From an optimization exercise on the open Yosys and OpenROAD flow, aimed at small area, a short achievable clock period and few clock cycles per item; shortcuts taken in it are not production practice.
At most, simulation tests tie the RTL to the original design; equivalence was not proved.
The RTL of runs 1, 2 and 4 was laid out without a check of its function.
Power figures rest on the tool's default switching activity, not on a simulated workload.

## flow/design.v (module list and top-level ports; edited modules follow where they fit)
// module eq_fnorm: 15 lines
// module eq_fmul_1: 14 lines
// module eq_fmul_2: 18 lines
// module eq_fmul_3: 28 lines
// module eq_mul_cs: 1691 lines
// module eq_lzc32: 34 lines
// module eq_fadd_1: 50 lines
// module eq_fadd_2: 35 lines
// module simpleeq_chain: 409 lines
module simpleeq_chain (
    input  wire        clk,
    input  wire        rst_n,         
    input  wire        s_valid,
    output wire        s_ready,
    input  wire [63:0] s_data,
    input  wire        s_last,
    output wire        m_valid,
    input  wire        m_ready,
    output wire [63:0] m_data,
    output wire        m_last,
    input  wire        cfg_we,
    input  wire [6:0]  cfg_addr,      
    input  wire [31:0] cfg_wdata,
    input  wire        commit,
    input  wire        clear_state,
    output wire        commit_pending
);
  // ...
==> flow/run.sh <==
#!/bin/bash
# synth_recipe.tcl (not shown) runs the flow's synth.tcl, then flattens the netlist and writes it again
# the make line also repeats each setting of config.mk as NAME=value (left out here)
make -C /OpenROAD-flow-scripts/flow DESIGN_CONFIG=/design/flow/config.mk WORK_HOME=/design/flow/orfs CLKGATE_MAP_FILE= SYNTH_SCRIPT=/design/flow/synth_recipe.tcl finish
==> flow/config.mk <==
export PLATFORM = sky130hd
export DESIGN_NAME = simpleeq_chain
export DESIGN_NICKNAME = simpleeq_chain
export VERILOG_FILES = /design/flow/design.v
export SDC_FILE = /design/flow/constraint.sdc
export NUM_CORES = 8
export LEC_CHECK = 0
export CAP_MARGIN = 20
export CORE_MARGIN = 2
export CORE_UTILIZATION = 40
export SLEW_MARGIN = 20
==> flow/constraint.sdc <==
create_clock -name core_clock -period 20.0 [get_ports {clk}]
set_input_delay 4.0000 -clock core_clock [delete_from_list [all_inputs] [get_ports {clk}]]
set_output_delay 4.0000 -clock core_clock [all_outputs]
set_load 0.01 [all_outputs]
==> results.sh, run 1 <==
export IMPL_status="finished clean"
export IMPL_drive_above_1_share_pct=10.7
export IMPL_worstHoldEndpoint="ring[298]"
export IMPL_cp_start_kind="flip-flop"
export IMPL_seq_power_uw=20600
export IMPL_ff2ff_path_depth=43
export IMPL_synth_most_common_cell="edfxtp_1"
export IMPL_clk_latency_ps=1160
export IMPL_yosysTopAreaCell="edfxtp_1"
export IMPL_multi_input_area_sq_mm=0.166
export IMPL_placed_cell_area_sq_mm=0.371
export IMPL_route_met2_wl_um=528000
export IMPL_drtPass1Iterations=6
export IMPL_seq_area_share_pct=43.7
export IMPL_final_cell_count_no_fill=43519
export IMPL_clock_sinks=6749
export IMPL_syn_inst=31283
export IMPL_p_comb_share_pct=51.9
export IMPL_synth_xor_area_share_pct=2.16
export IMPL_rsz0062_at_grt="false"
export IMPL_synth_top_cells_by_count="edfxtp_1 (3721), dfxtp_1 (3028), inv_1 (2780)"
export IMPL_setup_viol=0
export IMPL_p_total_uw=71100
export IMPL_seq_cells=6749
export IMPL_leakage_uw=0.152
export IMPL_synth_mux_area_share_pct=8.99
export IMPL_layout_commonest_cell="edfxtp_1"
export IMPL_via_per_inst=5.73
export IMPL_clk_power_uw=13600
export IMPL_clock_cell_area_share_pct=6.06
export IMPL_fillers=81562
export IMPL_min_period_over_period_pct=56.8
export IMPL_r2r_slack_ps=8650
export IMPL_grt_pass1_vias=245235
export IMPL_synthDistinctLibCells=144
==> run 2, diff against run 1 <==
==> flow/flow/run.sh (new file) <==
#!/bin/bash
# Standard ORFS layout (the standard.sh, unchanged synthesis), with the
# timing repair steps asked to leave extra setup slack so that they shorten
# the long paths even though the 20 ns clock is met without them.
set -euo pipefail
export SETUP_SLACK_MARGIN=13.5
bash standard.sh > standard_flow.log 2>&1
==> flow/standard.sh (new file) <==
#!/bin/bash
# synth_recipe.tcl (not shown) runs the flow's synth.tcl, then flattens the netlist and writes it again
# the make line also repeats each setting of config.mk as NAME=value (left out here)
make -C /OpenROAD-flow-scripts/flow DESIGN_CONFIG=/design/flow/config.mk WORK_HOME=/design/flow/orfs CLKGATE_MAP_FILE= SYNTH_SCRIPT=/design/flow/synth_recipe.tcl "${@:-finish}"
removed: flow/run.sh
==> run 2 against run 1 <==
- still clean on timing, DRC and antenna
- critical path depth shrank 6
- clock-buffer cell count shrank 85
- maximum frequency grew 41%
- wire length shrank 0.99%
- design area grew 2.8%
- synthesized cell count is the same
- via count is essentially flat
- total power grew 5.9%
- combinational power grew 12%
- non-clock buffer count grew 500
- critical path type unchanged
==> results.sh, run 2 <==
export IMPL_placed_cell_area_sq_mm=0.371
export IMPL_nNetsFinal=34297
export IMPL_final_cell_mix="edfxtp_1 (3721), dfxtp_1 (2920), inv_1 (2757), nand2_1 (2707), and2_1 (2018)"
export IMPL_drtPass1Iterations=8
export IMPL_dp_cells=42109
export IMPL_r2r_start="g_le[1].g_lc[1].opb[30]"
export IMPL_hp_start="ring[1352]"
export IMPL_grt_usage_pct=26.6
export IMPL_grt_pass1_vias=249060
export IMPL_core_sq_mm=0.886
export IMPL_crit_top_cell="a21o_1"
export IMPL_syn2layout_area_growth_pct=14.4
export IMPL_antenna_found_initial=123
export IMPL_reg_largest_list="ring (1440), sh (1440)"
export IMPL_tightest_slew_ps=1260
export IMPL_endpoint_kind="flip-flop"
export IMPL_cpPeakStageDelay_ps=560
export IMPL_ys_seq_area_share_pct=48.6
export IMPL_path_max_fanout=7
export IMPL_synth_top_cells_by_count="edfxtp_1 (3721), dfxtp_1 (3028), inv_1 (2780)"
export IMPL_cp_start_kind="flip-flop"
export IMPL_wire_per_inst_um=27.9
export IMPL_ys_flop_type="edfxtp_1"
export IMPL_wirelength_um=1230000
export IMPL_cts_buffers_inserted=677
export IMPL_cts_max_level=6
export IMPL_avgSynthCellArea_sq_um=11.3
export IMPL_portBuffers=178
export IMPL_dieWidth_um=946
export IMPL_yosys_register_bits=6749
export IMPL_clk_latency_ps=1190
export IMPL_synth_nets=34048
export IMPL_drive_above_1_share_pct=14.6
export IMPL_setup_viol=0
export IMPL_hold_violations=0
export IMPL_grt_overflow=0
export IMPL_die_h_um=946
export IMPL_drt_initial_drc_count=26818
export IMPL_synth_top_area_share_pct=31.5
export IMPL_hp_class="flip-flop to flip-flop"
export IMPL_async_flop_share_pct=0
export IMPL_drc=0
export IMPL_ys_top_cells_by_area="edfxtp_1 (31%), dfxtp_1 (17%), fa_1 (11%), mux4_2 (5.1%), and2_1 (3.6%)"
export IMPL_crit_start="g_le[1].g_lc[1].opb[30]"
export IMPL_maxSlewHeadroom_pct=14.8
export IMPL_grt_first_pass_wirelength_um=1760000
export IMPL_gp_congestion=0.966
export IMPL_yosysTopAreaCell="edfxtp_1"
export IMPL_syn_inst=31283
export IMPL_synth_cell_area_sq_mm=0.355
export IMPL_finalCriticalPeriod_ps=8050
export IMPL_die_area_sq_mm=0.895
export IMPL_p_per_area_mw_per_mm2=186
export IMPL_final_cell_count_no_fill=44086
export IMPL_clock_path_buffers=4
export IMPL_ant_nets=0
export IMPL_finalMaxSlewViolations=0
export IMPL_cts_tree="done"
export IMPL_grt_max_degree=190
export IMPL_ir_drop_v=0.000141
export IMPL_p_total_uw=75300
export IMPL_status="finished clean"
export IMPL_clock_sinks=6749
export IMPL_synth_edf_count=3721
export IMPL_initial_core_util_pct=40.0
export IMPL_setup_tns_ps=0
export IMPL_ios=179
export IMPL_crit_slowest_cell="or4_4"
export IMPL_ys_warnings_count=19
export IMPL_maxCapViolCount=0
export IMPL_via_per_inst=5.66
export IMPL_synthDistinctLibCells=144
export IMPL_rsz0062_at_grt="true"
export IMPL_fin_skew_ps=130
export IMPL_design_area_sq_mm=0.406
export IMPL_min_period_over_period_pct=40.3
export IMPL_worstSetupPathType="flip-flop to flip-flop"
export IMPL_layout_commonest_cell="edfxtp_1"
export IMPL_clk_pin_slew_ps=60
export IMPL_vias=249607
export IMPL_required_ps=21050
export IMPL_cts_root_buf="clkbuf_16"
export IMPL_hpwl_um=856000
export IMPL_leakage_uw=0.156
export IMPL_synth_most_common_cell="edfxtp_1"
export IMPL_fillers=80635
export IMPL_arrival_ps=9100
export IMPL_fmax_ghz=0.124
export IMPL_std_cell_rows=346
[run 2: cell types whose count changed in the layout (fill, tap and decap cells not counted), moves of 57 or more]
cell       before   now
buf_6           0    74
a21oi_2        12   127
diode_2        64   134
a21oi_1      1522  1391
clkbuf_16     750   693
o21ai_0      1299  1209
nor2_1       1910  1817
nand2_1      2767  2707
buf_4         667  1003
[run 2: cell type report]
type	count	area (sq um)	share of cell area (%)
timing repair buffer	1360	12500	3.08
inverter	2820	10600	2.62
sequential	6749	173000	42.5
clock inverter	388	4890	1.20
antenna	134	335	0.0826
tap	11832	14800	3.65
clock buffer	879	18600	4.59
multi-input combinational	19924	171000	42.2
[run 2: kinds of logic after synthesis]
| group | share of synthesized area (%) |
|---|---|
| buffers and inverters | 5.00 |
| xor gates and xnor gates | 2.16 |
| and+or+nand+nor | 12.2 |
| adders and majority gates | 13.7 |
| muxes | 8.99 |
| DFF | 48.6 |
| AOI/OAI and AO/OA | 9.44 |
[run 2: worst paths after layout]
| path | end | cells past startpoint | slack, ps |
|---|---|---|---|
| worst max-delay path | g_le[1].g_lc[1].aq[7] | 37 | 11950 |
| worst min-delay path | ring[1384] | 0 | 250 |
| worst max register to register | g_le[1].g_lc[1].aq[7] | 37 | 11950 |
| worst min register to register | ring[1384] | 0 | 250 |
[run 2: critical path, delay by kind of cell (launching register included)]
family	cells	cell delay, ps
adders and majority gates	3	880
and+or+nand+nor	6	1300
xor gates and xnor gates	2	260
AOI/OAI and AO/OA	14	3350
DFF	1	400
muxes	3	670
buffers and inverters	9	1050
[run 2: what timing repair did]
action,in CTS,in global routing
setup endpoints to repair,465,302
buffers inserted,349,158
cloned,60,6
hold buffers,0,0
pin swaps,268,281
resized for setup,759,520
[run 2: metrics by stage]
stage	hold WS (ps)	setup WS, ps	utilization, %
floorplan	310	12480	-
global placement	310	9340	41.8
detailed placement	312	9540	41.9
CTS	239	11950	45.3
global route	261	11640	45.8
finish	253	11950	45.8
[run 2: power by group]
group          switching, uW  internal [uW]
Clock                   5760           7520
Combinational          25900          15600
Sequential              2620          18000
Total                  34200          41100
[run 2: metal layers]
layer / share of wire, % / routed length [um] / vias up / GRT usage [%]
met3: 8.5 / 104000 / 2473 / 5.20
met2: 45 / 555000 / 11025 / 41.9
li1: - / - / 109051 / -
met1: 41 / 502000 / 127022 / 35.6
met5: 0.020 / 249 / - / 0
met4: 5.6 / 68300 / 36 / 12.6
==> module eq_fmul_1, before the edit <==
module eq_fmul_1 (
    input  wire [37:0] an,
    input  wire [37:0] bn,
    output wire [47:0] px,
    output wire [47:0] py,
    output wire [14:0] q         
);
    eq_mul_cs u_cs (.a(an[23:0]), .b(bn[23:0]), .x(px), .y(py));
    wire [10:0] e0 = {an[33], an[33:24]} + {bn[33], bn[33:24]} - 11'd127;
    wire nan  = an[36] | bn[36] | (an[35] & bn[34]) | (an[34] & bn[35]);
    wire inf  = an[35] | bn[35];
    wire zero = an[34] | bn[34];
    assign q = {an[37] ^ bn[37], nan, inf, zero, e0};
endmodule
==> module eq_fmul_2, before the edit <==
module eq_fmul_2 (
    input  wire [47:0] px,
    input  wire [47:0] py,
    input  wire [14:0] q,
    output wire [44:0] r         
);
    wire [47:0] p   = px + py;
    wire        p47 = p[47];
    wire signed [10:0] e0 = q[10:0];
    wire signed [10:0] e  = e0 + {10'b0, p47};
    wire [25:0] mt  = p47 ? p[47:22] : p[46:21];
    wire        st0 = p47 ? |p[21:0] : |p[20:0];
    wire        uf  = e[10] | (e == 11'sd0);
    wire [10:0] r0  = 11'd1 - e;
    wire [4:0]  sh  = !uf ? 5'd0 : (r0 > 11'd26) ? 5'd26 : r0[4:0];
    wire        ovf = ~e[10] & (e > 11'sd254);
    assign r = {q[14:11], ovf, e[7:0], sh, mt, st0};
endmodule
==> module eq_fmul_3, before the edit <==
module eq_fmul_3 (
    input  wire [44:0] r,
    output wire [31:0] y
);
    wire        sy = r[44], nan = r[43], inf = r[42], zero = r[41], ovf = r[40];
    wire [7:0]  e  = r[39:32];
    wire [4:0]  sh = r[31:27];
    wire [26:0] v  = r[26:0];
    wire [26:0] vr = v >> sh;
    reg         lost;
    integer i;
    always @* begin
        lost = 1'b0;
        for (i = 0; i < 26; i = i + 1)
            lost = lost | (v[i] & (i < sh));
    end
    wire [26:0] vs  = {vr[26:1], vr[0] | lost};
    wire        g   = vs[2];
    wire        st  = vs[1] | vs[0];
    wire        inc = g & (st | vs[3]);
    wire [7:0]  ef  = vs[26] ? e : 8'd0;
    wire [30:0] mag = {ef, vs[25:3]} + {30'b0, inc};
    assign y = nan  ? 32'h7FC00000 :
               inf  ? {sy, 8'hFF, 23'b0} :
               zero ? {sy, 31'b0} :
               ovf  ? {sy, 8'hFF, 23'b0} :
                      {sy, mag};
endmodule
==> module eq_fadd_1, before the edit <==
module eq_fadd_1 (
    input  wire [31:0] a,
    input  wire [31:0] b,
    input  wire        sub,
    output wire [40:0] q         
);
    wire [31:0] bb = {b[31] ^ sub, b[30:0]};
    wire a_e1 = &a[30:23];
    wire b_e1 = &bb[30:23];
    wire a_fz = ~|a[22:0];
    wire b_fz = ~|bb[22:0];
    wire a_nan = a_e1 & ~a_fz;
    wire b_nan = b_e1 & ~b_fz;
    wire a_inf = a_e1 & a_fz;
    wire b_inf = b_e1 & b_fz;
    wire nan = a_nan | b_nan | (a_inf & b_inf & (a[31] ^ bb[31]));
    wire inf = a_inf | b_inf;
    wire inf_s = a_inf ? a[31] : bb[31];
    wire        ah = |a[30:23];
    wire        bh = |bb[30:23];
    wire [7:0]  ea = {a[30:24], a[23] | ~ah};
    wire [7:0]  eb = {bb[30:24], bb[23] | ~bh};
    wire [8:0]  dab = {1'b0, ea} - {1'b0, eb};
    wire [7:0]  dba = eb - ea;
    wire        swap = dab[8];                
    wire [7:0]  d  = swap ? dba : dab[7:0];
    wire [7:0]  ex = swap ? eb : ea;
    wire [23:0] mx = swap ? {bh, bb[22:0]} : {ah, a[22:0]};
    wire [23:0] mz = swap ? {ah, a[22:0]} : {bh, bb[22:0]};
    wire        xs = swap ? bb[31] : a[31];
    wire        zsg = swap ? a[31] : bb[31];
    wire        eff_sub = a[31] ^ bb[31];
    wire [4:0]  sh = (d > 8'd26) ? 5'd27 : d[4:0];
    wire [26:0] mze = {mz, 3'b000};
    wire [26:0] zr = mze >> sh;
    reg         lost;
    integer i;
    always @* begin
        lost = 1'b0;
        for (i = 3; i < 27; i = i + 1)
            lost = lost | (mze[i] & (i < sh));
    end
    wire [26:0] zal = {zr[26:1], zr[0] | lost};
    wire [28:0] sm = {2'b00, mx, 3'b000} + ({2'b00, zal} ^ {29{eff_sub}}) + {28'b0, eff_sub};
    wire [23:0] rv = mz - mx;
    wire        neg = eff_sub & sm[28];
    wire [27:0] s  = neg ? {1'b0, rv, 3'b000} : sm[27:0];
    wire        rs = neg ? zsg : xs;
    assign q = {nan, inf, inf_s, xs & zsg, rs, ex, s};
endmodule
==> module simpleeq_chain, before the edit <==
module simpleeq_chain (
    input  wire        clk,
    input  wire        rst_n,         
    input  wire        s_valid,
    output wire        s_ready,
    input  wire [63:0] s_data,
    input  wire        s_last,
    output wire        m_valid,
    input  wire        m_ready,
    output wire [63:0] m_data,
    output wire        m_last,
    input  wire        cfg_we,
    input  wire [6:0]  cfg_addr,      
    input  wire [31:0] cfg_wdata,
    input  wire        commit,
    input  wire        clear_state,
    output wire        commit_pending
);
    localparam [31:0] ONE = 32'h3F800000;
    genvar gi, ge, gc;
    integer i;
    reg        pend;                  
    reg        atb;                   
    reg        clr_pend;              
    reg        we_q;
    reg [6:0]  wa_q;
    reg [31:0] wd_q;
    always @(posedge clk) begin
        we_q <= rst_n & cfg_we & ~pend;
        wa_q <= cfg_addr;
        wd_q <= cfg_wdata;
    end
    reg [45*32-1:0] sh;
    reg [44:0]      sh_w;
    reg [6:0]       sh_cfg;           
    generate
        for (gi = 0; gi < 45; gi = gi + 1) begin : g_sh
            wire hit = we_q && wa_q[6:3] == gi / 5 && wa_q[2:0] == gi % 5;
            always @(posedge clk) begin
                if (hit)
                    sh[gi*32 +: 32] <= wd_q;
                if (!rst_n)
                    sh_w[gi] <= 1'b0;
                else if (hit)
                    sh_w[gi] <= 1'b1;
            end
        end
    endgenerate
    always @(posedge clk) begin
        if (!rst_n)
            sh_cfg <= 7'h07;
        else if (we_q && wa_q == 7'h48)
            sh_cfg <= {wd_q[9:8], wd_q[5:4], wd_q[2:0]};
    end
    reg [3:0] lv_a;                   
    reg [3:0] lv_r;                   
    reg [3:0] lv_rm1;                 
    reg [8:0] lv_mask;
    reg [3:0] act [0:8];              
    function [8:0] act_mask(input [6:0] c);
        integer s;
        begin
            for (s = 0; s < 4; s = s + 1)
                act_mask[s] = !c[0] && (s <= c[4:3]);
            act_mask[4] = !c[1];
            for (s = 5; s < 9; s = s + 1)
                act_mask[s] = !c[2] && (s - 5 <= c[6:5]);
        end
    endfunction
    function [3:0] act_count(input [6:0] c);
        act_count = (c[0] ? 4'd0 : {2'b00, c[4:3]} + 4'd1) + {3'b000, !c[1]} +
                    (c[2] ? 4'd0 : {2'b00, c[6:5]} + 4'd1);
    endfunction
    wire [8:0] sh_mask = act_mask(sh_cfg);
    wire [3:0] sh_a    = act_count(sh_cfg);
    wire [3:0] sh_r    = (sh_a < 4'd5) ? 4'd5 : sh_a;
    reg        s_rdy;
    reg        in_v, in_nv;           
    reg [63:0] in_d;
    reg        in_l;
    reg [75:0] in_n;                  
    wire       accept = s_valid & s_rdy;
    wire       take;
    wire [37:0] in_n0, in_n1;
    eq_fnorm u_in0 (.a(in_d[31:0]),  .n(in_n0));
    eq_fnorm u_in1 (.a(in_d[63:32]), .n(in_n1));
    always @(posedge clk) begin
        if (s_rdy) begin
            in_d <= s_data;
            in_l <= s_last;
        end
        in_n <= {in_n1, in_n0};
    end
    reg        f_act, fill_d;
    reg  [2:0] f_slot;
    reg  [3:0] f_step, f_cur, f_prev;
    reg [31:0] f_word;
    wire       fill_end = fill_d & ~f_act;
    wire       busy_fill = f_act | fill_d;
    reg        o_v, q0_v, q1_v;
    reg [64:0] o_d, q0_d, q1_d;       
    reg  [1:0] pcnt;                  
    wire       push_y;
    wire [64:0] y_d;
    wire       push_x;
    wire       push = push_y | push_x;
    wire [64:0] push_d = push_x ? {in_l, in_d} : y_d;
    wire       pop = o_v & m_ready;
    wire       fifo_ok = ({1'b0, o_v} + {1'b0, q0_v} + {1'b0, q1_v} + {1'b0, pcnt}) <= 3'd2;
    always @(posedge clk) begin
        if (!rst_n) begin
            o_v  <= 1'b0;
            q0_v <= 1'b0;
            q1_v <= 1'b0;
        end else if (pop || !o_v) begin
            o_v  <= q0_v | push;
            o_d  <= q0_v ? q0_d : push_d;
            q0_v <= q1_v | (q0_v & push);
            q0_d <= q1_v ? q1_d : push_d;
            q1_v <= q1_v & push;
            q1_d <= push_d;
        end else begin
            if (push && !q0_v) begin
                q0_v <= 1'b1;
                q0_d <= push_d;
            end
            if (push && q0_v) begin
                q1_v <= 1'b1;
                q1_d <= push_d;
            end
        end
    end
    reg [4:0]  soh  [0:1];            
    reg [3:0]  step [0:1];
    reg        fv   [0:1];            
    reg        fl   [0:1];            
    reg [6:0]  sv0  [0:1];            
    reg [6:0]  sv1  [0:1];            
    reg [6:0]  sv2  [0:1];
    wire       go   [0:1];
    wire [1:0] push_e;
    wire [64:0] y_e [0:1];
    reg  [5:0] qcnt;                  
    wire idle = (qcnt == 6'd0) && !in_v && !in_nv;
    wire fill_go = !busy_fill && pend && atb && idle && !we_q;
    wire clr_do  = clr_pend && idle && !busy_fill && !fill_go;
    generate
        for (ge = 0; ge < 2; ge = ge + 1) begin : g_eng
            wire last_step = (step[ge] == lv_rm1);
            wire win = soh[ge][4] && last_step;
            assign go[ge] = win && in_nv && fifo_ok && !busy_fill;
            wire [6:0] sv_new = {fv[ge] && (step[ge] < lv_a), step[ge] == lv_a - 4'd1,
                                 fl[ge], act[step[ge]]};
            always @(posedge clk) begin
                if (!rst_n) begin
                    soh[ge]  <= (ge == 0) ? 5'b00001 : 5'b00100;
                    step[ge] <= 4'd0;
                    fv[ge]   <= 1'b0;
                    sv0[ge]  <= 7'd0;
                    sv1[ge]  <= 7'd0;
                    sv2[ge]  <= 7'd0;
                end else begin
                    if (fill_end) begin
                        soh[ge]  <= (ge == 0) ? 5'b10000 : 5'b00100;
                        step[ge] <= (ge == 0) ? lv_rm1 : lv_r - 4'd3;
                    end else begin
                        soh[ge] <= {soh[ge][3:0], soh[ge][4]};
                        if (soh[ge][4])
                            step[ge] <= last_step ? 4'd0 : step[ge] + 4'd1;
                    end
                    if (win) begin
                        fv[ge] <= go[ge];
                        fl[ge] <= in_l;
                    end
                    if (soh[ge][0]) begin
                        sv0[ge] <= sv_new;
                        sv1[ge] <= sv0[ge];
                        sv2[ge] <= sv1[ge];
                    end
                end
            end
            assign push_e[ge] = soh[ge][0] && sv0[ge][6] && sv0[ge][5];
        end
    endgenerate
    assign take   = go[0] | go[1];
    assign push_x = take && (lv_a == 4'd0);
    assign push_y = push_e[0] | push_e[1];
    assign y_d    = push_e[1] ? y_e[1] : y_e[0];
    reg  [45*32-1:0] ring;
    reg  [31:0] tap;
    always @* begin
        case (lv_r)
            4'd5:    tap = ring[24*32 +: 32];
            4'd6:    tap = ring[29*32 +: 32];
            4'd7:    tap = ring[34*32 +: 32];
            4'd8:    tap = ring[39*32 +: 32];
            default: tap = ring[44*32 +: 32];
        endcase
    end
    always @(posedge clk)
        ring <= {ring[44*32-1:0], fill_d ? f_word : tap};
    wire [37:0] tap_na, tap_nb;
    eq_fnorm u_ca (.a(tap),              .n(tap_na));
    eq_fnorm u_cb (.a(ring[11*32 +: 32]), .n(tap_nb));
    reg  [37:0] coef [0:1];
    always @(posedge clk) begin
        coef[0] <= tap_na;
        coef[1] <= tap_nb;
    end
    reg  [2:0] f_tap;
    always @* begin
        case (f_slot)
            3'd0:    f_tap = 3'd0;
            3'd1:    f_tap = 3'd3;
            3'd2:    f_tap = 3'd4;
            3'd3:    f_tap = 3'd1;
            default: f_tap = 3'd2;
        endcase
    end
    wire [3:0]  f_sec = (f_slot == 3'd1 || f_slot == 3'd2) ? f_prev : f_cur;
    wire [5:0]  f_idx = {f_sec, 2'b00} + {2'b00, f_sec} + {3'b000, f_tap};
    wire [31:0] f_raw = sh[f_idx*32 +: 32];
    wire [31:0] f_val = sh_w[f_idx] ? f_raw : ((f_tap == 3'd0) ? ONE : 32'h0);
    reg [3:0] f_next;
    always @* begin
        f_next = f_cur;
        for (i = 8; i >= 0; i = i - 1)
            if (lv_mask[i] && i > f_cur) f_next = i[3:0];
    end
    reg [3:0] sh_first, sh_lastact;
    always @* begin
        sh_first = 4'd0;
        sh_lastact = 4'd0;
        for (i = 8; i >= 0; i = i - 1)
            if (sh_mask[i]) sh_first = i[3:0];
        for (i = 0; i < 9; i = i + 1)
            if (sh_mask[i]) sh_lastact = i[3:0];
    end
    always @(posedge clk) begin
        f_word <= f_val;
        if (!rst_n) begin
            f_act   <= 1'b0;
            fill_d  <= 1'b0;
            lv_a    <= 4'd0;
            lv_r    <= 4'd5;
            lv_rm1  <= 4'd4;
            lv_mask <= 9'd0;
        end else begin
            fill_d <= f_act;
            if (fill_go) begin
                f_act   <= 1'b1;
                lv_a    <= sh_a;
                lv_r    <= sh_r;
                lv_rm1  <= sh_r - 4'd1;
                lv_mask <= sh_mask;
                f_slot  <= 3'd0;
                f_step  <= 4'd0;
                f_cur   <= sh_first;
                f_prev  <= sh_lastact;
            end else if (f_act) begin
                if (f_slot == 3'd0)
                    act[f_step] <= f_cur;
                if (f_slot == 3'd4) begin
                    f_slot <= 3'd0;
                    f_step <= f_step + 4'd1;
                    f_prev <= f_cur;
                    f_cur  <= f_next;
                    if (f_step == lv_rm1)
                        f_act <= 1'b0;
                end else begin
                    f_slot <= f_slot + 3'd1;
                end
            end
        end
    end
    wire pend_n = pend ? !fill_end : commit;
    wire atb_n  = accept ? s_last : atb;
    wire clr_n  = clr_do ? clear_state : (clr_pend | clear_state);
    wire in_v_n = accept | (in_v & ~take);
    always @(posedge clk) begin
        if (!rst_n) begin
            pend     <= 1'b0;
            atb      <= 1'b1;
            clr_pend <= 1'b0;
            in_v     <= 1'b0;
            in_nv    <= 1'b0;
            s_rdy    <= 1'b1;
            qcnt     <= 6'd0;
            pcnt     <= 2'd0;
        end else begin
            pend     <= pend_n;
            atb      <= atb_n;
            clr_pend <= clr_n;
            in_v     <= in_v_n;
            in_nv    <= in_v & ~take;
            s_rdy    <= !in_v_n && !clr_n && !(pend_n && atb_n);
            if (take)
                qcnt <= 6'd63;
            else if (qcnt != 6'd0)
                qcnt <= qcnt - 6'd1;
            pcnt <= pcnt + {1'b0, take && (lv_a != 4'd0)} - {1'b0, push_y};
        end
    end
    reg  [3:0] rd1_sec, rd2_sec;      
    reg  [8:0] wen1, wen2;            
    reg        wsel1, wsel2;          
    always @(posedge clk) begin
        rd1_sec <= soh[1][1] ? sv0[1][3:0] : sv0[0][3:0];
        rd2_sec <= soh[1][4] ? sv1[1][3:0] : sv1[0][3:0];
        wsel2 <= soh[1][1];
        wsel1 <= soh[1][2];
        for (i = 0; i < 9; i = i + 1) begin
            wen2[i] <= rst_n && ((soh[0][1] && sv2[0][6] && sv2[0][3:0] == i) ||
                       (soh[1][1] && sv2[1][6] && sv2[1][3:0] == i));
            wen1[i] <= rst_n && ((soh[0][2] && sv2[0][6] && sv2[0][3:0] == i) ||
                       (soh[1][2] && sv2[1][6] && sv2[1][3:0] == i));
        end
    end
    wire [31:0] ao   [0:3];           
    wire [37:0] ao_n [0:3];
    wire [31:0] anw  [0:3];
    wire [37:0] anw_n [0:3];
    wire [31:0] rd1  [0:1];
    wire [31:0] rd2  [0:1];
    generate
        for (gc = 0; gc < 2; gc = gc + 1) begin : g_st
            reg [9*32-1:0] st1, st2;
            reg [8:0]      f1, f2;
            wire [31:0] wd1 = wsel1 ? ao[2 + gc] : ao[gc];
            wire [31:0] wd2 = wsel2 ? ao[2 + gc] : ao[gc];
            for (gi = 0; gi < 9; gi = gi + 1) begin : g_w
                always @(posedge clk) begin
                    if (wen1[gi]) st1[gi*32 +: 32] <= wd1;
                    if (wen2[gi]) st2[gi*32 +: 32] <= wd2;
                    if (!rst_n || clr_do) begin
                        f1[gi] <= 1'b0;
                        f2[gi] <= 1'b0;
                    end else begin
                        if (wen1[gi]) f1[gi] <= 1'b1;
                        if (wen2[gi]) f2[gi] <= 1'b1;
                    end
                end
            end
            assign rd1[gc] = f1[rd1_sec] ? st1[rd1_sec*32 +: 32] : 32'h0;
            assign rd2[gc] = f2[rd2_sec] ? st2[rd2_sec*32 +: 32] : 32'h0;
        end
    endgenerate
    generate
        for (ge = 0; ge < 2; ge = ge + 1) begin : g_le
            for (gc = 0; gc < 2; gc = gc + 1) begin : g_lc
                localparam L = 2 * ge + gc;
                wire [4:0]  sl = soh[ge];
                reg  [37:0] bq;               
                reg  [37:0] xc;               
                reg  [47:0] px, py;
                reg  [14:0] q1;
                reg  [44:0] q2;
                reg  [31:0] mo, p1r, p2r;
                reg  [31:0] opa, opb;
                reg         osub;
                reg  [40:0] aq;
                reg  [31:0] aor;
                reg  [37:0] aon;
                wire [47:0] pxw, pyw;
                wire [14:0] q1w;
                wire [44:0] q2w;
                wire [31:0] mw;
                wire [40:0] aqw;
                eq_fmul_1 u_m1 (.an(coef[ge]), .bn(bq), .px(pxw), .py(pyw), .q(q1w));
                eq_fmul_2 u_m2 (.px(px), .py(py), .q(q1), .r(q2w));
                eq_fmul_3 u_m3 (.r(q2), .y(mw));
                eq_fadd_1 u_a1 (.a(opa), .b(opb), .sub(osub), .q(aqw));
                eq_fadd_2 u_a2 (.q(aq), .y(anw[L]), .yn(anw_n[L]));
                always @(posedge clk) begin
                    px  <= pxw;
                    py  <= pyw;
                    q1  <= q1w;
                    q2  <= q2w;
                    mo  <= mw;
                    aq  <= aqw;
                    aor <= anw[L];
                    aon <= anw_n[L];
                    if (sl[4])
                        bq <= (step[ge] == lv_rm1) ? in_n[38*gc +: 38] : anw_n[L];
                    else if (sl[0])
                        bq <= aon;
                    else if (sl[2])
                        bq <= xc;
                    if (sl[0])
                        xc <= bq;
                    if (sl[1]) p1r <= mo;
                    if (sl[2]) p2r <= mo;
                    if (sl[2]) begin opa <= mw;     opb <= rd1[gc]; osub <= 1'b0; end
                    if (sl[3]) begin opa <= p1r;    opb <= mw;      osub <= 1'b1; end
                    if (sl[4]) begin opa <= p2r;    opb <= mw;      osub <= 1'b1; end
                    if (sl[0]) begin opa <= anw[L]; opb <= rd2[gc]; osub <= 1'b0; end
                end
                assign ao[L]   = aor;
                assign ao_n[L] = aon;
            end
            assign y_e[ge] = {sv0[ge][4], ao[2 * ge + 1], ao[2 * ge]};
        end
    endgenerate
    assign s_ready        = s_rdy;
    assign m_valid        = o_v;
    assign m_data         = o_d[63:0];
    assign m_last         = o_d[64];
    assign commit_pending = pend;
endmodule
==> run 3, diff against run 2 <==
--- a/flow/design.v
+++ b/flow/design.v
@@ -17,50 +17,53 @@
     input  wire [37:0] an,
     input  wire [37:0] bn,
-    output wire [47:0] px,
-    output wire [47:0] py,
-    output wire [14:0] q         
+    output wire [27:0] px,       
+    output wire [27:0] py,
+    output wire [16:0] q         
 );
-    eq_mul_cs u_cs (.a(an[23:0]), .b(bn[23:0]), .x(px), .y(py));
+    wire [47:0] x, y;
+    eq_mul_cs u_cs (.a(an[23:0]), .b(bn[23:0]), .x(x), .y(y));
+    wire [20:0] lo = {1'b0, x[19:0]} + {1'b0, y[19:0]};
     wire [10:0] e0 = {an[33], an[33:24]} + {bn[33], bn[33:24]} - 11'd127;
     wire nan  = an[36] | bn[36] | (an[35] & bn[34]) | (an[34] & bn[35]);
     wire inf  = an[35] | bn[35];
     wire zero = an[34] | bn[34];
-    assign q = {an[37] ^ bn[37], nan, inf, zero, e0};
+    assign px = x[47:20];
+    assign py = y[47:20];
+    assign q  = {an[37] ^ bn[37], nan, inf, zero, e0, lo[20], |lo[19:0]};
 endmodule
 module eq_fmul_2 (
-    input  wire [47:0] px,
-    input  wire [47:0] py,
-    input  wire [14:0] q,
-    output wire [44:0] r         
+    input  wire [27:0] px,
+    input  wire [27:0] py,
+    input  wire [16:0] q,
+    output wire [39:0] r         
 );
-    wire [47:0] p   = px + py;
-    wire        p47 = p[47];
-    wire signed [10:0] e0 = q[10:0];
-    wire signed [10:0] e  = e0 + {10'b0, p47};
-    wire [25:0] mt  = p47 ? p[47:22] : p[46:21];
-    wire        st0 = p47 ? |p[21:0] : |p[20:0];
-    wire        uf  = e[10] | (e == 11'sd0);
-    wire [10:0] r0  = 11'd1 - e;
-    wire [4:0]  sh  = !uf ? 5'd0 : (r0 > 11'd26) ? 5'd26 : r0[4:0];
-    wire        ovf = ~e[10] & (e > 11'sd254);
-    assign r = {q[14:11], ovf, e[7:0], sh, mt, st0};
-endmodule
-module eq_fmul_3 (
-    input  wire [44:0] r,
-    output wire [31:0] y
-);
-    wire        sy = r[44], nan = r[43], inf = r[42], zero = r[41], ovf = r[40];
-    wire [7:0]  e  = r[39:32];
-    wire [4:0]  sh = r[31:27];
-    wire [26:0] v  = r[26:0];
-    wire [26:0] vr = v >> sh;
+    wire [27:0] w   = px + py + {27'b0, q[1]};
+    wire [28:0] u   = {w, q[0]};
+    wire        p47 = w[27];
+    wire [10:0] e0  = q[12:2];
+    wire        nrm = ~e0[10] & (|e0);                   
+    wire [10:0] t0  = 11'd2 - e0;
+    wire [4:0]  tb  = (|t0[10:5]) ? 5'd31 : t0[4:0];     
+    wire [4:0]  t   = nrm ? {3'b000, p47, ~p47} : tb;
+    wire [28:0] ur  = u >> t;
     reg         lost;
     integer i;
     always @* begin
         lost = 1'b0;
-        for (i = 0; i < 26; i = i + 1)
-            lost = lost | (v[i] & (i < sh));
+        for (i = 0; i < 29; i = i + 1)
+            lost = lost | (u[i] & (i < t));
     end
-    wire [26:0] vs  = {vr[26:1], vr[0] | lost};
+    wire [26:0] v   = {ur[26:1], ur[0] | lost};
+    wire [7:0]  e   = e0[7:0] + {7'b0, p47};
+    wire        ovf = ~e0[10] & ((e0 > 11'd254) | ((e0 == 11'd254) & p47));
+    assign r = {q[16:13], ovf, e, v};
+endmodule
+module eq_fmul_3 (
+    input  wire [39:0] r,
+    output wire [31:0] y
+);
+    wire        sy = r[39], nan = r[38], inf = r[37], zero = r[36], ovf = r[35];
+    wire [7:0]  e  = r[34:27];
+    wire [26:0] vs = r[26:0];
     wire        g   = vs[2];
     wire        st  = vs[1] | vs[0];
@@ -1799,8 +1802,32 @@
                z4[1] ? {2'b01, c4[3:0]} : {2'b00, c4[7:4]};
 endmodule
+module eq_ash (
+    input  wire [26:0] m,
+    input  wire [4:0]  d,
+    input  wire        big,
+    output wire [26:0] z
+);
+    wire [26:0] r = m >> d;
+    reg         lost;
+    integer i;
+    always @* begin
+        lost = 1'b0;
+        for (i = 3; i < 27; i = i + 1)
+            lost = lost | (m[i] & (big | (i < d)));
+    end
+    assign z = {r[26:1] & {26{~big}}, (r[0] & ~big) | lost};
+endmodule
+module eq_aexp (
+    input  wire [31:0] a,
+    output wire [7:0]  e
+);
+    assign e = {a[30:24], a[23] | ~|a[30:23]};
+endmodule
 module eq_fadd_1 (
     input  wire [31:0] a,
     input  wire [31:0] b,
     input  wire        sub,
+    input  wire [7:0]  dab,
+    input  wire [7:0]  dba,
     output wire [40:0] q         
 );
@@ -1821,31 +1848,17 @@
     wire [7:0]  ea = {a[30:24], a[23] | ~ah};
     wire [7:0]  eb = {bb[30:24], bb[23] | ~bh};
-    wire [8:0]  dab = {1'b0, ea} - {1'b0, eb};
-    wire [7:0]  dba = eb - ea;
-    wire        swap = dab[8];                
-    wire [7:0]  d  = swap ? dba : dab[7:0];
-    wire [7:0]  ex = swap ? eb : ea;
-    wire [23:0] mx = swap ? {bh, bb[22:0]} : {ah, a[22:0]};
-    wire [23:0] mz = swap ? {ah, a[22:0]} : {bh, bb[22:0]};
-    wire        xs = swap ? bb[31] : a[31];
-    wire        zsg = swap ? a[31] : bb[31];
+    wire        swap = bb[30:0] > a[30:0];
+    wire [26:0] ma = {ah, a[22:0], 3'b000};
+    wire [26:0] mb = {bh, bb[22:0], 3'b000};
+    wire [26:0] za, zb;
+    eq_ash u_sa (.m(ma), .d(dba[4:0]), .big(|dba[7:5]), .z(za));
+    eq_ash u_sb (.m(mb), .d(dab[4:0]), .big(|dab[7:5]), .z(zb));
+    wire [26:0] mx  = swap ? mb : ma;
+    wire [26:0] zal = swap ? za : zb;
+    wire [7:0]  ex  = swap ? eb : ea;
+    wire        xs  = swap ? bb[31] : a[31];
     wire        eff_sub = a[31] ^ bb[31];
-    wire [4:0]  sh = (d > 8'd26) ? 5'd27 : d[4:0];
-    wire [26:0] mze = {mz, 3'b000};
-    wire [26:0] zr = mze >> sh;
-    reg         lost;
-    integer i;
-    always @* begin
-        lost = 1'b0;
-        for (i = 3; i < 27; i = i + 1)
-            lost = lost | (mze[i] & (i < sh));
-    end
-    wire [26:0] zal = {zr[26:1], zr[0] | lost};
-    wire [28:0] sm = {2'b00, mx, 3'b000} + ({2'b00, zal} ^ {29{eff_sub}}) + {28'b0, eff_sub};
-    wire [23:0] rv = mz - mx;
-    wire        neg = eff_sub & sm[28];
-    wire [27:0] s  = neg ? {1'b0, rv, 3'b000} : sm[27:0];
-    wire        rs = neg ? zsg : xs;
-    assign q = {nan, inf, inf_s, xs & zsg, rs, ex, s};
+    wire [27:0] s = {1'b0, mx} + ({1'b0, zal} ^ {28{eff_sub}}) + {27'b0, eff_sub};
+    assign q = {nan, inf, inf_s, a[31] & bb[31], xs, ex, s};
 endmodule
 module eq_fadd_2 (
@@ -2192,12 +2205,12 @@
     always @(posedge clk) begin
         rd1_sec <= soh[1][1] ? sv0[1][3:0] : sv0[0][3:0];
-        rd2_sec <= soh[1][4] ? sv1[1][3:0] : sv1[0][3:0];
+        rd2_sec <= soh[1][0] ? sv1[1][3:0] : sv1[0][3:0];
         wsel2 <= soh[1][1];
-        wsel1 <= soh[1][2];
+        wsel1 <= soh[1][3];
         for (i = 0; i < 9; i = i + 1) begin
             wen2[i] <= rst_n && ((soh[0][1] && sv2[0][6] && sv2[0][3:0] == i) ||
                        (soh[1][1] && sv2[1][6] && sv2[1][3:0] == i));
-            wen1[i] <= rst_n && ((soh[0][2] && sv2[0][6] && sv2[0][3:0] == i) ||
-                       (soh[1][2] && sv2[1][6] && sv2[1][3:0] == i));
+            wen1[i] <= rst_n && ((soh[0][3] && sv2[0][6] && sv2[0][3:0] == i) ||
+                       (soh[1][3] && sv2[1][6] && sv2[1][3:0] == i));
         end
     end
@@ -2227,5 +2240,5 @@
                 end
             end
-            assign rd1[gc] = f1[rd1_sec] ? st1[rd1_sec*32 +: 32] : 32'h0;
+            assign rd1[gc] = wen1[rd1_sec] ? wd1 : f1[rd1_sec] ? st1[rd1_sec*32 +: 32] : 32'h0;
             assign rd2[gc] = f2[rd2_sec] ? st2[rd2_sec*32 +: 32] : 32'h0;
         end
@@ -2238,16 +2251,17 @@
                 reg  [37:0] bq;               
                 reg  [37:0] xc;               
-                reg  [47:0] px, py;
-                reg  [14:0] q1;
-                reg  [44:0] q2;
-                reg  [31:0] mo, p1r, p2r;
+                reg  [27:0] px, py;
+                reg  [16:0] q1;
+                reg  [39:0] q2;
+                reg  [31:0] p1r, p2r;
                 reg  [31:0] opa, opb;
                 reg         osub;
+                reg  [7:0]  odab, odba;
                 reg  [40:0] aq;
                 reg  [31:0] aor;
                 reg  [37:0] aon;
-                wire [47:0] pxw, pyw;
-                wire [14:0] q1w;
-                wire [44:0] q2w;
+                wire [27:0] pxw, pyw;
+                wire [16:0] q1w;
+                wire [39:0] q2w;
                 wire [31:0] mw;
                 wire [40:0] aqw;
@@ -2255,5 +2269,10 @@
                 eq_fmul_2 u_m2 (.px(px), .py(py), .q(q1), .r(q2w));
                 eq_fmul_3 u_m3 (.r(q2), .y(mw));
-                eq_fadd_1 u_a1 (.a(opa), .b(opb), .sub(osub), .q(aqw));
+                eq_fadd_1 u_a1 (.a(opa), .b(opb), .sub(osub), .dab(odab), .dba(odba), .q(aqw));
+                wire [31:0] na = sl[2] ? mw : sl[3] ? p1r : sl[4] ? p2r : aor;
+                wire [31:0] nb = sl[2] ? rd1[gc] : (sl[3] | sl[4]) ? mw : rd2[gc];
+                wire [7:0]  ea, eb;
+                eq_aexp u_ea (.a(na), .e(ea));
+                eq_aexp u_eb (.a(nb), .e(eb));
                 eq_fadd_2 u_a2 (.q(aq), .y(anw[L]), .yn(anw_n[L]));
                 always @(posedge clk) begin
@@ -2262,5 +2281,4 @@
                     q1  <= q1w;
                     q2  <= q2w;
-                    mo  <= mw;
                     aq  <= aqw;
                     aor <= anw[L];
@@ -2274,10 +2292,11 @@
                     if (sl[0])
                         xc <= bq;
-                    if (sl[1]) p1r <= mo;
-                    if (sl[2]) p2r <= mo;
-                    if (sl[2]) begin opa <= mw;     opb <= rd1[gc]; osub <= 1'b0; end
-                    if (sl[3]) begin opa <= p1r;    opb <= mw;      osub <= 1'b1; end
-                    if (sl[4]) begin opa <= p2r;    opb <= mw;      osub <= 1'b1; end
-                    if (sl[0]) begin opa <= anw[L]; opb <= rd2[gc]; osub <= 1'b0; end
+                    if (sl[0]) p1r <= mw;     
+                    if (sl[1]) p2r <= mw;     
+                    opa  <= na;
+                    opb  <= nb;
+                    osub <= sl[3] | sl[4];
+                    odab <= ea - eb;
+                    odba <= eb - ea;
                 end
                 assign ao[L]   = aor;
==> run 3 against run 2 <==
- highest routed layer unchanged
- clock skew is 11 ps higher
- synthesized area is 1.7% lower
- sequential power decreased by 5%
- design area is 4.4% lower
- first-iteration DRC count fell by 0.39%
- register-to-register slack gained 1700 ps
- worst hold slack better by 9.3 ps
- die area fell by 1.7%
- largest power group unchanged
- non-clock buffer count is 524 lower
- synthesized cell count down 0.78%
- maximum frequency increased by 27%
==> results.sh, run 3 <==
export IMPL_synth_fa_ha_area_share_pct=14.2
export IMPL_grt_max_degree=115
export IMPL_arrival_ps=7350
export IMPL_synth_mux_area_share_pct=9.82
export IMPL_cts_tree="done"
export IMPL_fillers=79968
export IMPL_portBuffers=178
export IMPL_drt_initial_drc_count=26714
export IMPL_r2r_slack_ps=13660
export IMPL_final_cell_mix="edfxtp_1 (3465), inv_1 (3003), dfxtp_1 (2980), nand2_1 (2689), and2_1 (2003)"
export IMPL_endpoint_kind="flip-flop"
export IMPL_clk_pin_slew_ps=70
export IMPL_layout_commonest_cell="edfxtp_1"
export IMPL_async_flop_share_pct=0
export IMPL_synth_top_area_share_pct=29.8
export IMPL_ctsHoldBuffers=0
export IMPL_hold_violations=0
export IMPL_synth_top_family_by_area="adder cells"
export IMPL_synth_edf_count=3465
export IMPL_status="finished clean"
export IMPL_drtPass1Iterations=7
export IMPL_yosysTopAreaCell="edfxtp_1"
export IMPL_fmax_ghz=0.158
export IMPL_ir_drop_v=0.000118
export IMPL_reg_largest_list="ring (1440), sh (1440)"
export IMPL_clock_path_buffers=4
export IMPL_cts_buffers_inserted=676
export IMPL_setup_tns_ps=0
export IMPL_ios=179
export IMPL_maxCapViolCount=0
export IMPL_wire_per_inst_um=28.3
export IMPL_antenna_found_initial=150
export IMPL_maxSlewHeadroom_pct=14.8
export IMPL_drc=0
export IMPL_path_max_fanout=36
export IMPL_die_h_um=938
export IMPL_dieWidth_um=938
export IMPL_fin_skew_ps=141
export IMPL_seq_area_sq_mm=0.165
export IMPL_drive_above_1_share_pct=10.7
export IMPL_synth_cell_area_sq_mm=0.349
export IMPL_finalMaxSlewViolations=0
export IMPL_min_period_over_period_pct=31.7
export IMPL_post_route_util_pct=44.6
export IMPL_grt_pass1_vias=244521
export IMPL_rsz0062_at_grt="true"
export IMPL_syn2layout_area_growth_pct=11.3
export IMPL_required_ps=21010
export IMPL_synth_xor_area_share_pct=1.97
export IMPL_finalCriticalPeriod_ps=6340
export IMPL_vias=246091
export IMPL_die_area_sq_mm=0.879
export IMPL_ys_flop_type="edfxtp_1"
export IMPL_clock_sinks=6517
export IMPL_hp_class="flip-flop to flip-flop"
export IMPL_clk_latency_ps=1230
export IMPL_cts_max_level=6
export IMPL_core_sq_mm=0.871
export IMPL_multi_input_area_sq_mm=0.166
export IMPL_leakage_uw=0.150
export IMPL_initial_core_util_pct=40.1
export IMPL_std_cell_rows=343
export IMPL_ys_warnings_count=19
export IMPL_syn_inst=31040
export IMPL_synthDistinctLibCells=134
export IMPL_grt_usage_pct=27.0
export IMPL_ys_top_cells_by_area="edfxtp_1 (30%), dfxtp_1 (18%), fa_1 (11%), mux4_2 (5.4%), and2_1 (3.6%)"
export IMPL_synth_compound_area_share_pct=9.51
export IMPL_synthSimpleGateAreaFrac_pct=11.9
export IMPL_grt_first_pass_wirelength_um=1740000
export IMPL_synth_nets=33930
export IMPL_nNetsFinal=33663
export IMPL_avgSynthCellArea_sq_um=11.2
export IMPL_gp_congestion=1.01
export IMPL_grt_overflow=0
export IMPL_via_per_inst=5.72
export IMPL_ant_nets=0
export IMPL_tightest_slew_ps=1240
export IMPL_p_per_area_mw_per_mm2=171
export IMPL_worstSetupPathType="flip-flop to flip-flop"
export IMPL_synth_most_common_cell="edfxtp_1"
export IMPL_wirelength_um=1220000
export IMPL_cp_start_kind="flip-flop"
export IMPL_setup_viol=0
export IMPL_cts_root_buf="clkbuf_16"
export IMPL_ys_seq_area_share_pct=47.4
export IMPL_hpwl_um=862000
export IMPL_synth_top_cells_by_count="edfxtp_1 (3465), dfxtp_1 (3052), inv_1 (3008)"
export IMPL_yosys_register_bits=6517
export IMPL_hold_ws_ps=262
## run 3: cell types whose count changed after synthesis, moves of 76 or more
cell,delta
edfxtp_1,-256
inv_1,+228
mux2i_1,+175
o21ai_0,+147
a211oi_1,-122
xnor2_1,-122
ha_1,+117
nor2b_1,-78
nand2_1,-76
## run 3: path summary, 6_finish.rpt
| kind | to | depth (start not counted) | startpoint |
|---|---|---|---|
| worst max-delay path | g_le[0].g_lc[0].odab[6] | 21 | rd1_sec[0] |
| worst min-delay path | ring[1167] | 0 | ring[1135] |
| worst max register to register | g_le[0].g_lc[0].odab[6] | 21 | rd1_sec[0] |
| worst min register to register | ring[1167] | 0 | ring[1135] |
## run 3: area by class of cell
| cell class | instances | share of cell area (%) |
|---|---|---|
| clock inverter | 343 | 1.13 |
| tap | 11557 | 3.73 |
| antenna | 105 | 0.0677 |
| inverter | 3047 | 2.96 |
| timing repair inverter | 1 | 0.00129 |
| timing repair buffer | 836 | 1.80 |
| clock buffer | 918 | 4.87 |
| multi-input combinational | 19694 | 42.8 |
| sequential | 6517 | 42.6 |
## run 3: critical path: stages (launching register included)
cell	delay, ps
dfxtp_4	550
nor4b_2	410
buf_4	490
buf_4	540
nand2_1	110
o21ai_0	290
nor2b_4	550
buf_4	510
a22oi_1	300
nand2_1	130
o21ai_0	360
nand3_1	230
nor4_1	70
or2_2	300
ha_1	230
fa_1	410
inv_1	70
a21o_1	100
a21oi_1	100
o21bai_1	150
a21oi_1	100
xnor2_1	150
## run 3: logic make-up (layout without fill, tap and decap cells)
group / Yosys count / in the layout
and+or+nand+nor: 8498 / 8499
AOI/OAI and AO/OA: 5296 / 5296
other: 0 / 105
xor gates and xnor gates: 783 / 783
adders and majority gates: 2780 / 2780
muxes: 2336 / 2336
buffers and inverters: 4830 / 5145
DFF: 6517 / 6517
## run 3: timing repair
| item | in CTS | in global routing |
|---|---|---|
| setup endpoints to repair | 72 | 132 |
| pin swaps | 2 | 6 |
| resized for setup | 23 | 69 |
| cloned | 1 | 2 |
| setup buffers | 3 | 8 |
## run 3: routing by layer
| layer | GRT usage [%] | vias up | part of all wire, % |
|---|---|---|---|
| li1 | - | 107065 | - |
| met1 | 36.8 | 125189 | 42 |
| met2 | 41.8 | 11402 | 45 |
| met3 | 5.03 | 2389 | 8.4 |
| met4 | 12.4 | 46 | 5.2 |
| met5 | 0 | - | 0.024 |
## run 3: power by group
part	internal [uW]	total (uW)	switching [uW]
Sequential	17000	19500	2530
Combinational	12200	33900	21600
Clock	7480	13100	5610
## run 3: through the flow
| stage | instances | worst slack [ps] | power [uW] | instance area [sq um] |
|---|---|---|---|---|
| after CTS | 42899 | 13500 | 66100 | 387000 |
| after global placement | 41631 | 12710 | 52700 | 364000 |
| final | 43018 | 13660 | 66400 | 388000 |
| after global routing | 42953 | 13360 | 70400 | 388000 |
| after detailed placement | 41634 | 12710 | 52800 | 364000 |
| after floorplan | 31040 | 13340 | 40700 | 349000 |
Testbench counts of run 3, summed over its fixed seeds: cycles 32,261, frames 2,048.
==> run 4, diff against run 3 <==
--- a/flow/design.v
+++ b/flow/design.v
@@ -1974,8 +1974,7 @@
     wire [3:0] sh_r    = (sh_a < 4'd5) ? 4'd5 : sh_a;
     reg        s_rdy;
-    reg        in_v, in_nv;           
+    reg        in_v;                  
     reg [63:0] in_d;
     reg        in_l;
-    reg [75:0] in_n;                  
     wire       accept = s_valid & s_rdy;
     wire       take;
@@ -1983,4 +1982,5 @@
     eq_fnorm u_in0 (.a(in_d[31:0]),  .n(in_n0));
     eq_fnorm u_in1 (.a(in_d[63:32]), .n(in_n1));
+    wire [75:0] in_n = {in_n1, in_n0};    
     always @(posedge clk) begin
         if (s_rdy) begin
@@ -1988,5 +1988,4 @@
             in_l <= s_last;
         end
-        in_n <= {in_n1, in_n0};
     end
     reg        f_act, fill_d;
@@ -1996,6 +1995,9 @@
     wire       fill_end = fill_d & ~f_act;
     wire       busy_fill = f_act | fill_d;
-    reg        o_v, q0_v, q1_v;
-    reg [64:0] o_d, q0_d, q1_d;       
+    reg        o_v;
+    reg [64:0] o_d;                   
+    reg [64:0] e0_d, e1_d;            
+    reg        wp, rp;                
+    reg  [1:0] qn;                    
     reg  [1:0] pcnt;                  
     wire       push_y;
@@ -2005,26 +2007,27 @@
     wire [64:0] push_d = push_x ? {in_l, in_d} : y_d;
     wire       pop = o_v & m_ready;
-    wire       fifo_ok = ({1'b0, o_v} + {1'b0, q0_v} + {1'b0, q1_v} + {1'b0, pcnt}) <= 3'd2;
+    wire       fifo_ok = ({1'b0, o_v} + {1'b0, qn} + {1'b0, pcnt}) <= 3'd2;
+    wire       o_ld = !o_v || pop;               
+    wire       q_hd = (qn != 2'd0);
+    wire       thru = o_ld && !q_hd;             
+    wire [64:0] head = rp ? e1_d : e0_d;
     always @(posedge clk) begin
+        if (push && !wp) e0_d <= push_d;
+        if (push && wp)  e1_d <= push_d;
+        if (o_ld)
+            o_d <= q_hd ? head : push_d;
         if (!rst_n) begin
-            o_v  <= 1'b0;
-            q0_v <= 1'b0;
-            q1_v <= 1'b0;
-        end else if (pop || !o_v) begin
-            o_v  <= q0_v | push;
-            o_d  <= q0_v ? q0_d : push_d;
-            q0_v <= q1_v | (q0_v & push);
-            q0_d <= q1_v ? q1_d : push_d;
-            q1_v <= q1_v & push;
-            q1_d <= push_d;
+            o_v <= 1'b0;
+            wp  <= 1'b0;
+            rp  <= 1'b0;
+            qn  <= 2'd0;
         end else begin
-            if (push && !q0_v) begin
-                q0_v <= 1'b1;
-                q0_d <= push_d;
-            end
-            if (push && q0_v) begin
-                q1_v <= 1'b1;
-                q1_d <= push_d;
-            end
+            if (o_ld)
+                o_v <= q_hd | push;
+            if (push && !thru)
+                wp <= ~wp;
+            if (o_ld && q_hd)
+                rp <= ~rp;
+            qn <= qn + {1'b0, push && !thru} - {1'b0, o_ld && q_hd};
         end
     end
@@ -2040,5 +2043,5 @@
     wire [64:0] y_e [0:1];
     reg  [5:0] qcnt;                  
-    wire idle = (qcnt == 6'd0) && !in_v && !in_nv;
+    wire idle = (qcnt == 6'd0) && !in_v;
     wire fill_go = !busy_fill && pend && atb && idle && !we_q;
     wire clr_do  = clr_pend && idle && !busy_fill && !fill_go;
@@ -2047,5 +2050,5 @@
             wire last_step = (step[ge] == lv_rm1);
             wire win = soh[ge][4] && last_step;
-            assign go[ge] = win && in_nv && fifo_ok && !busy_fill;
+            assign go[ge] = win && in_v && fifo_ok && !busy_fill;
             wire [6:0] sv_new = {fv[ge] && (step[ge] < lv_a), step[ge] == lv_a - 4'd1,
                                  fl[ge], act[step[ge]]};
@@ -2182,5 +2185,4 @@
             clr_pend <= 1'b0;
             in_v     <= 1'b0;
-            in_nv    <= 1'b0;
             s_rdy    <= 1'b1;
             qcnt     <= 6'd0;
@@ -2191,5 +2193,4 @@
             clr_pend <= clr_n;
             in_v     <= in_v_n;
-            in_nv    <= in_v & ~take;
             s_rdy    <= !in_v_n && !clr_n && !(pend_n && atb_n);
             if (take)
==> flow/flow/run.sh (replaced) <==
#!/bin/bash
# Standard ORFS layout (the standard.sh, unchanged synthesis), with
#  - the timing repair steps asked to leave extra setup slack, so that they
#    shorten the long paths even though the 20 ns clock is met without them;
#  - every port buffered with buf_4 instead of the default delay buffer.
set -euo pipefail
export SETUP_SLACK_MARGIN=14.5
export BUFFER_PORTS_ARGS="-buffer_cell sky130_fd_sc_hd__buf_4"
bash standard.sh > standard_flow.log 2>&1
==> run 4 against run 3 <==
- wire length is 6.4% higher
- global-route usage is 1.6 points higher
- clock skew down 48 ps
- largest cell class unchanged
- critical endpoint is now m_last
- die area is 0.77% lower
==> results.sh, run 4 <==
export IMPL_initial_core_util_pct=40.1
export IMPL_worstSetupPathDepth=1
export IMPL_p_per_area_mw_per_mm2=185
export IMPL_leakage_uw=0.151
export IMPL_use_met2_pct=43.4
export IMPL_hpwl_um=909000
export IMPL_synth_top_cells_by_count="edfxtp_1 (3465), dfxtp_1 (2979), inv_1 (2918)"
export IMPL_cts_tree="done"
export IMPL_ys_warnings_count=19
export IMPL_cts_root_buf="clkbuf_16"
export IMPL_required_ps=16000
export IMPL_busiest_layer="met2"
export IMPL_post_route_util_pct=45.8
export IMPL_syn2layout_area_growth_pct=14.0
export IMPL_ys_seq_area_share_pct=47.3
export IMPL_design_area_sq_mm=0.395
export IMPL_finalMaxSlewViolations=0
export IMPL_gr_usage_met3_pct=5.97
export IMPL_crit_slowest_cell="edfxtp_1"
export IMPL_rsz0062_at_grt="true"
export IMPL_gp_congestion=1.02
export IMPL_drtPass1Iterations=6
export IMPL_worstHoldEndpoint="ring[1013]"
export IMPL_finalCriticalPeriod_ps=6260
export IMPL_fmax_ghz=0.160
export IMPL_clk_pin_slew_ps=70
export IMPL_regToRegEndpoint="g_le[0].g_lc[1].q1[0]"
export IMPL_clock_path_buffers=4
export IMPL_setup_viol=0
export IMPL_maxCapViolCount=0
export IMPL_portBuffers=178
export IMPL_fin_skew_ps=93.3
export IMPL_yosysTopAreaCell="edfxtp_1"
export IMPL_endpoint_kind="output pin"
export IMPL_clock_sinks=6444
export IMPL_cp_top_family="flip-flops"
export IMPL_drt_initial_drc_count=30211
export IMPL_synth_edf_count=3465
export IMPL_grt_usage_pct=28.6
export IMPL_grt_max_degree=162
export IMPL_drive_above_1_share_pct=14.9
export IMPL_grt_overflow=0
export IMPL_vias=250012
export IMPL_avgSynthCellArea_sq_um=11.2
export IMPL_hp_class="flip-flop to flip-flop"
export IMPL_antenna_found_initial=144
export IMPL_r2r_slack_ps=14430
export IMPL_cts_buffers_inserted=663
export IMPL_synth_most_common_cell="edfxtp_1"
export IMPL_ff2ff_path_depth=19
export IMPL_setup_tns_ps=0
export IMPL_ant_nets=0
export IMPL_grt_first_pass_wirelength_um=1820000
export IMPL_final_cell_count_no_fill=43197
export IMPL_path_max_fanout=1
export IMPL_arrival_ps=2260
export IMPL_die_area_sq_mm=0.873
export IMPL_synth_nets=33682
export IMPL_nNetsFinal=33880
export IMPL_die_h_um=934
export IMPL_synth_top_area_share_pct=30.1
export IMPL_ir_drop_v=0.000176
export IMPL_placed_cell_area_sq_mm=0.362
export IMPL_hold_violations=0
export IMPL_r2r_start="g_le[0].g_lc[1].bq[14]"
export IMPL_synthDistinctLibCells=107
export IMPL_cpPeakStageDelay_ps=920
export IMPL_cts_max_level=6
export IMPL_core_sq_mm=0.862
export IMPL_ys_top_cells_by_area="edfxtp_1 (30%), dfxtp_1 (17%), fa_1 (11%), mux4_2 (5.3%), and2_1 (3.6%)"
export IMPL_hold_ws_ps=270
export IMPL_reg_largest_list="ring (1440), sh (1440)"
export IMPL_via_per_inst=5.79
export IMPL_tightest_slew_ps=1290
export IMPL_maxSlewHeadroom_pct=13.4
export IMPL_min_period_over_period_pct=31.3
export IMPL_drc=0
export IMPL_grt_pass1_vias=244880
export IMPL_synth_cell_area_sq_mm=0.346
export IMPL_ys_flop_type="edfxtp_1"
export IMPL_ctsHoldBuffers=0
export IMPL_dp_cells=41436
export IMPL_ios=179
export IMPL_hp_start="ring[981]"
export IMPL_wire_per_inst_um=30.0
export IMPL_grtUsageMet1_pct=38.8
export IMPL_syn_inst=30792
export IMPL_async_flop_share_pct=0
export IMPL_dieWidth_um=934
export IMPL_status="finished clean"
export IMPL_critPathBufInv=1
export IMPL_hold_depth=0
export IMPL_std_cell_rows=341
export IMPL_final_cell_mix="edfxtp_1 (3465), inv_1 (2886), dfxtp_1 (2759), nand2_1 (2571), and2_1 (1972)"
export IMPL_clk_latency_ps=1160
export IMPL_yosys_register_bits=6444
export IMPL_wirelength_um=1290000
export IMPL_layout_commonest_cell="edfxtp_1"
export IMPL_worstPathCellList="buf_6"
export IMPL_cp_start_kind="flip-flop"
export IMPL_worstSetupPathType="flip-flop to output pin"
## run 4: cell count changes in the layout (fill, tap and decap cells not counted), moves of 82 or more
cell,previous run,this run
a21oi_2,5,87
dfxtp_1,2980,2759
buf_4,625,1003
o21ai_0,1430,1331
buf_12,9,96
dfxtp_2,24,137
buf_6,14,142
inv_1,3003,2886
a21oi_1,1455,1344
nand2_1,2689,2571
clkdlybuf4s50_1,176,0
## run 4: worst max path at each step
stage,startpoint,endpoint
floorplan,m_ready,qn[1]
global placement,lv_r[0],coef[0][31]
detailed placement,lv_r[0],coef[0][31]
CTS,o_d[3],m_data[3]
global route,o_d[3],m_data[3]
finish,o_d[64],m_last
## run 4: metal layers
metal | wire length, um | share of wire, % | vias up
li1 | - | - | 107444
met1 | 524000 | 40 | 127063
met3 | 124000 | 9.6 | 2582
met4 | 80400 | 6.2 | 22
met5 | 144 | 0.011 | -
met2 | 566000 | 44 | 12901
## run 4: what timing repair did
action / 4_1_cts / 5_1_grt
setup buffers: 172 / 151
cloned: 35 / 20
endpoints found under the setup margin: 653 / 381
pin swaps: 143 / 164
gates resized for setup: 802 / 622
## run 4: report_power, final
part | switching [uW] | total [uW] | leakage [uW] | internal (uW)
sequential | 2480 | 19600 | 0.0563 | 17100
combinational | 25600 | 40600 | 0.0841 | 15100
clock | 5570 | 12700 | 0.0110 | 7170
total | 33600 | 73000 | 0.151 | 39400
## run 4: logic make-up after synthesis
family,after synthesis,synth area share [%]
flip-flops,6444,47.3
adder cells (fa/ha/maj),2780,14.3
XOR/XNOR,815,2.06
AND/OR/NAND/NOR,8396,11.8
AO/OA/AOI/OAI,5313,9.61
multiplexers,2298,9.74
buffers and inverters,4746,5.17
## run 4: layout make-up
type / instances / area [sq um]
fillers: 78701 / 468000
multi-input cells: 19611 / 169000
flip-flops and latches: 6444 / 164000
clock buffers: 913 / 18900
well taps: 11490 / 14400
repair buffers: 1313 / 12800
inverters: 2952 / 11200
clock inverters: 319 / 3770
diodes: 150 / 375
repair inverters: 5 / 32.5
## run 4: stage by stage
step	setup slack [ps]	total power (uW)
6_report	13740	73000
2_1_floorplan	13730	43300
5_1_grt	13780	77300
3_3_place_gp	12610	57000
4_1_cts	13760	71500
3_5_place_dp	12710	57200

[re-timing with driven ports]
Ports are ideal in the flow. The routed layouts listed here were re-timed in OpenROAD. Step 1: set_driving_cell puts a clkbuf_16 on clk and a buf_2 on each other input, an assumption about the parent block. Step 2 moves the port delays by t, midway between the first and last clock arrival at a register: inputs arrive t later, outputs are due t later. That takes back most of the time a late clock gives input paths. Slacks: ideal / step 1 / step 2; pairs: ideal / step 1.
run	t, ns	setup WS [ns]	latest minus earliest clock arrival (ns)	worst register clock-pin slew, ns	worst data-port slew with drivers (ns)
run 1	1.249	8.646 / 8.646 / 8.646	0.198 / 0.198	0.08 / 0.08	0.16
run 2	1.276	11.946 / 11.946 / 11.946	0.163 / 0.162	0.08 / 0.08	0.09
run 3	1.312	13.664 / 13.532 / 12.957	0.181 / 0.180	0.08 / 0.08	0.27
run 4	1.275	13.739 / 13.583 / 13.647	0.096 / 0.096	0.08 / 0.08	0.19
After both steps every run listed still meets setup and hold. The setup slack of run 3, which loses most, moves by -0.132 ns with the drivers and by -0.707 ns with both steps.
